Source: an optimization exercise on an open RTL-to-GDS flow (aim: small area). Production flows keep margins and buffers that such runs may drop.
In this exercise RTL edits were held to simulation tests only and were not proved equivalent to the original.
Power and IR drop assume default switching activity.

## r30x_engine
module r30x_engine (
    input  wire         clk,
    input  wire         rst,
    input  wire         cmd_valid,
    output wire         cmd_ready,
    input  wire [8:0]   cmd_op,
    input  wire [7:0]   cmd_buf,
    input  wire [15:0]  cmd_page,
    input  wire [15:0]  cmd_start,
    input  wire [15:0]  cmd_count,
    input  wire [31:0]  cmd_word,
    input  wire [7:0]   cmd_num,
    input  wire [7:0]   cmd_content,
    input  wire [7:0]   cmd_code,
    input  wire [8:0]   cmd_dlen,
    input  wire         din_valid,
    output wire         din_ready,
    input  wire [7:0]   din_data,
    output wire         rsp_valid,
    input  wire         rsp_take,
    output reg  [3:0]   rsp_result,
    output wire [8:0]   rsp_op,
    output wire [7:0]   rsp_status,
    output reg          rsp_has_status,
    output reg  [31:0]  rsp_value,
    output wire [31:0]  rsp_addr,
    output wire [3:0]   rsp_enr_state,
    output wire [4:0]   rsp_data_len,
    output wire [159:0] rsp_data,
    output reg  [15:0]  p_status_reg,
    output reg  [15:0]  p_sys_id,
    output reg  [15:0]  p_lib_size,
    output reg  [15:0]  p_sec_level,
    output reg  [31:0]  p_dev_addr,
    output reg  [15:0]  p_pkt_size,
    output reg  [15:0]  p_baud,
    output wire         tx_valid,
    input  wire         tx_ready,
    output wire [7:0]   tx_data,
    output wire         tx_last,
    output wire         tx_write,
    input  wire         rx_valid,
    input  wire [7:0]   rx_data,
    input  wire         rx_last,
    input  wire         ev_timeout,
    input  wire         ev_tpclosed,
    input  wire         ev_delay_elapsed,
    input  wire         ev_cancel,
    output reg          close_evt,
    output reg          delay_start
);
==> flow/config.mk <==
export PLATFORM = sky130hd
export DESIGN_NAME = r30x_engine
export DESIGN_NICKNAME = r30x_engine
export VERILOG_FILES = /design/flow/design.v
export SDC_FILE = /design/flow/constraint.sdc
export NUM_CORES = 4
export LEC_CHECK = 0
export CAP_MARGIN = 20
export CORE_MARGIN = 2
export CORE_UTILIZATION = 45
export SLEW_MARGIN = 20
==> flow/constraint.sdc <==
create_clock -name core_clock -period 45.0 [get_ports {clk}]
set_input_delay 9.0000 -clock core_clock [delete_from_list [all_inputs] [get_ports {clk}]]
set_output_delay 9.0000 -clock core_clock [all_outputs]
set_load 0.01 [all_outputs]
standard.sh (not shown) runs the stock make flow with config.mk's settings and CLKGATE_MAP_FILE= SYNTH_SCRIPT=/design/flow/synth_recipe.tcl, a recipe that flattens the netlist after the stock synthesis.
==> flow/flow/run.sh <==
#!/bin/bash
# Layout flow: the standard synthesis, then its combinational logic mapped
# again by ABC for area (flip-flops untouched, see resyn.py), then the
# standard ORFS flow from floorplan on, with
#  - port buffers of buf_1 instead of the default clkdlybuf4s50_1
#  - a clock tree of clkbuf_4/clkbuf_8 with sink clusters of up to 16, no dummy loads
# Each tool's output goes to a log of its own in this folder.
set -euo pipefail
KNOBS=(
  "BUFFER_PORTS_ARGS=-buffer_cell sky130_fd_sc_hd__buf_1"
  "CTS_ARGS=-sink_clustering_enable -repair_clock_nets -dont_use_dummy_load -sink_clustering_size 16 -sink_clustering_max_diameter 50 -buf_list {sky130_fd_sc_hd__clkbuf_4 sky130_fd_sc_hd__clkbuf_8}"
)
bash standard.sh "${KNOBS[@]}" synth > synth_flow.log 2>&1

R="$PWD/orfs/results/$FLOW_PLATFORM/r30x_engine/base"
YOSYS="$FLOW_HOME/../tools/install/yosys/bin/yosys"
[[ -x "$YOSYS" ]] || YOSYS=yosys
cp "$R/1_2_yosys.v" 1_2_yosys_standard.v
if python3 flow/resyn.py \
    "$FLOW_HOME/platforms/$FLOW_PLATFORM/lib/sky130_fd_sc_hd__tt_025C_1v80.lib" \
    "$FLOW_HOME/platforms/$FLOW_PLATFORM/config.mk" \
    1_2_yosys_standard.v "$PWD/1_2_yosys_resyn.v" "$PWD/resyn" "$PWD/flow/area.script" "$YOSYS" \
    > resyn.log 2>&1; then
  cp 1_2_yosys_resyn.v "$R/1_2_yosys.v"
  rm -f "$R/1_synth.odb" "$R/1_synth.sdc"
fi

bash standard.sh "${KNOBS[@]}" finish > standard_flow.log 2>&1
Other scripts of this flow, unchanged in this note and not shown: flow/flow/area.script, flow/flow/resyn.py
The starting point passed the timing, DRC and antenna checks.
Change:
--- a/flow/design.v
+++ b/flow/design.v
@@ -146,17 +146,17 @@
     wire seq_capture = (enr_state == E_AWAIT1) || (enr_state == E_AWAIT2);
     wire seq_issue   = enr_active && (st == S_IDLE) && (enr_state != E_DELAY);
     wire host_accept = cmd_valid && cmd_ready;
     assign cmd_ready      = (st == S_IDLE) && !enr_active;
     assign rsp_valid      = (st == S_RESP);
     assign rsp_op         = cur_op;
     assign rsp_enr_state  = enr_state;
     assign rsp_status     = stat & {8{rsp_has_status}};
-    assign rsp_addr       = addr_r;      
+    assign rsp_addr       = addr_r & {32{rsp_has_status}};
     assign rsp_data_len   = (vsel == V_DATA) ? (idx[4:0] - 5'd12) : 5'd0;
     always @(*) begin
         case (vsel)
             V_ONE:   rsp_value = 32'd1;
             V_STAT:  rsp_value = {24'd0, stat};
             V_HALF:  rsp_value = {16'd0, vhi, vlo};
             V_DEV:   rsp_value = dev_addr;
             V_CAP:   rsp_value = enr_captures;
@@ -246,16 +246,20 @@
     wire in_sum = (idx >= 6'd6) && ((idx <= 6'd8) || ({1'b0, idx} <= {2'b0, len_lo} + 7'd6));
     always @(posedge clk) begin
         if (strobe) begin
             if (idx != 6'd33)
                 idx <= idx + 6'd1;
         end
         if (rstrobe) begin
             if (idx == 6'd0) cks_ok <= 1'b0;
+            if (idx == 6'd2) addr_r[31:24] <= rx_data;
+            if (idx == 6'd3) addr_r[23:16] <= rx_data;
+            if (idx == 6'd4) addr_r[15:8]  <= rx_data;
+            if (idx == 6'd5) addr_r[7:0]   <= rx_data;
             if (idx == 6'd9) stat <= rx_data;
             if (idx_m8 == {2'b0, len_lo})
                 cks_ok <= (rx_data == acc) && !len_hi && (len_lo >= 5'd3) && hdr_ok;
         end
         if (st == S_IDLE)
             idx <= 6'd0;
         if (sending && tx_ready && f_last)
             idx <= 6'd0;
@@ -438,25 +442,16 @@
         end
     end
     always @(posedge clk) begin
         if (rst || cap_clr)
             enr_captures <= 32'd0;
         else
             enr_captures <= cap_next;
     end
-    wire addr_clr = (st == S_IDLE) || (st == S_DATA) || (st == S_DECODE && !d_has) ||
-                    (st == S_AWAIT && !reply_evt && (ev_tpclosed || ev_timeout));
-    wire [7:0] addr_in = rx_data & {8{rstrobe}};
-    always @(posedge clk) begin
-        if ((rstrobe && idx == 6'd2) || addr_clr) addr_r[31:24] <= addr_in;
-        if ((rstrobe && idx == 6'd3) || addr_clr) addr_r[23:16] <= addr_in;
-        if ((rstrobe && idx == 6'd4) || addr_clr) addr_r[15:8]  <= addr_in;
-        if ((rstrobe && idx == 6'd5) || addr_clr) addr_r[7:0]   <= addr_in;
-    end
     wire r_ok        = (rsp_result == R_SUCCESS);
     wire [2:0] s_done = enr_active ? S_SEQ : S_RESP;
     reg [8:0] seq_op;
     always @(*) begin
         case (enr_state)
             E_RESET:             seq_op = OP_RSTBUF;
             E_AWAIT1, E_AWAIT2:  seq_op = OP_CAPTURE;
             E_I2C1, E_I2C2:      seq_op = OP_IMG2CHR;
What happened: Flip-flop and latch count stays the same; sequential power decreases by 7.6%; worst setup slack got worse by 0.35 ns; clock skew is higher by 0.064 ns; wire length rose by 4.9%; cell area grows by 0.34%; power drops by 9.9%; first-iteration DRC count rose by 3.8%; non-clock buffer count stays the same.

static timing again, ports no longer ideal:
In the flow no input, the clock included, has a driving cell. The finished layouts below were timed again as built, in two steps. Step 1 (the two cells are an assumption about what drives the block):
set clk [get_ports {clk}]
set_driving_cell -lib_cell sky130_fd_sc_hd__clkbuf_16 $clk
set_driving_cell -lib_cell sky130_fd_sc_hd__buf_2 [delete_from_list [all_inputs] $clk]
Step 2 moves the port delays by t, midway between the first and last clock arrival at a register: inputs arrive t later, outputs are due t later. That takes back most of the time a late clock gives input paths. a / b / c = no drivers / after step 1 / after step 2; a / b = the first two.
run | shift t [ns] | slack for setup (ns) | cell pins on the clock port's net
the first run | 0.675 | 26.380 / 26.356 / 26.356 | 1
the second run | 0.668 | 26.032 / 26.006 / 26.006 | 1
After both steps every run listed still meets setup and hold. The setup slack of the second run, which loses most, moves by -0.026 ns with the drivers and by -0.026 ns with both steps.
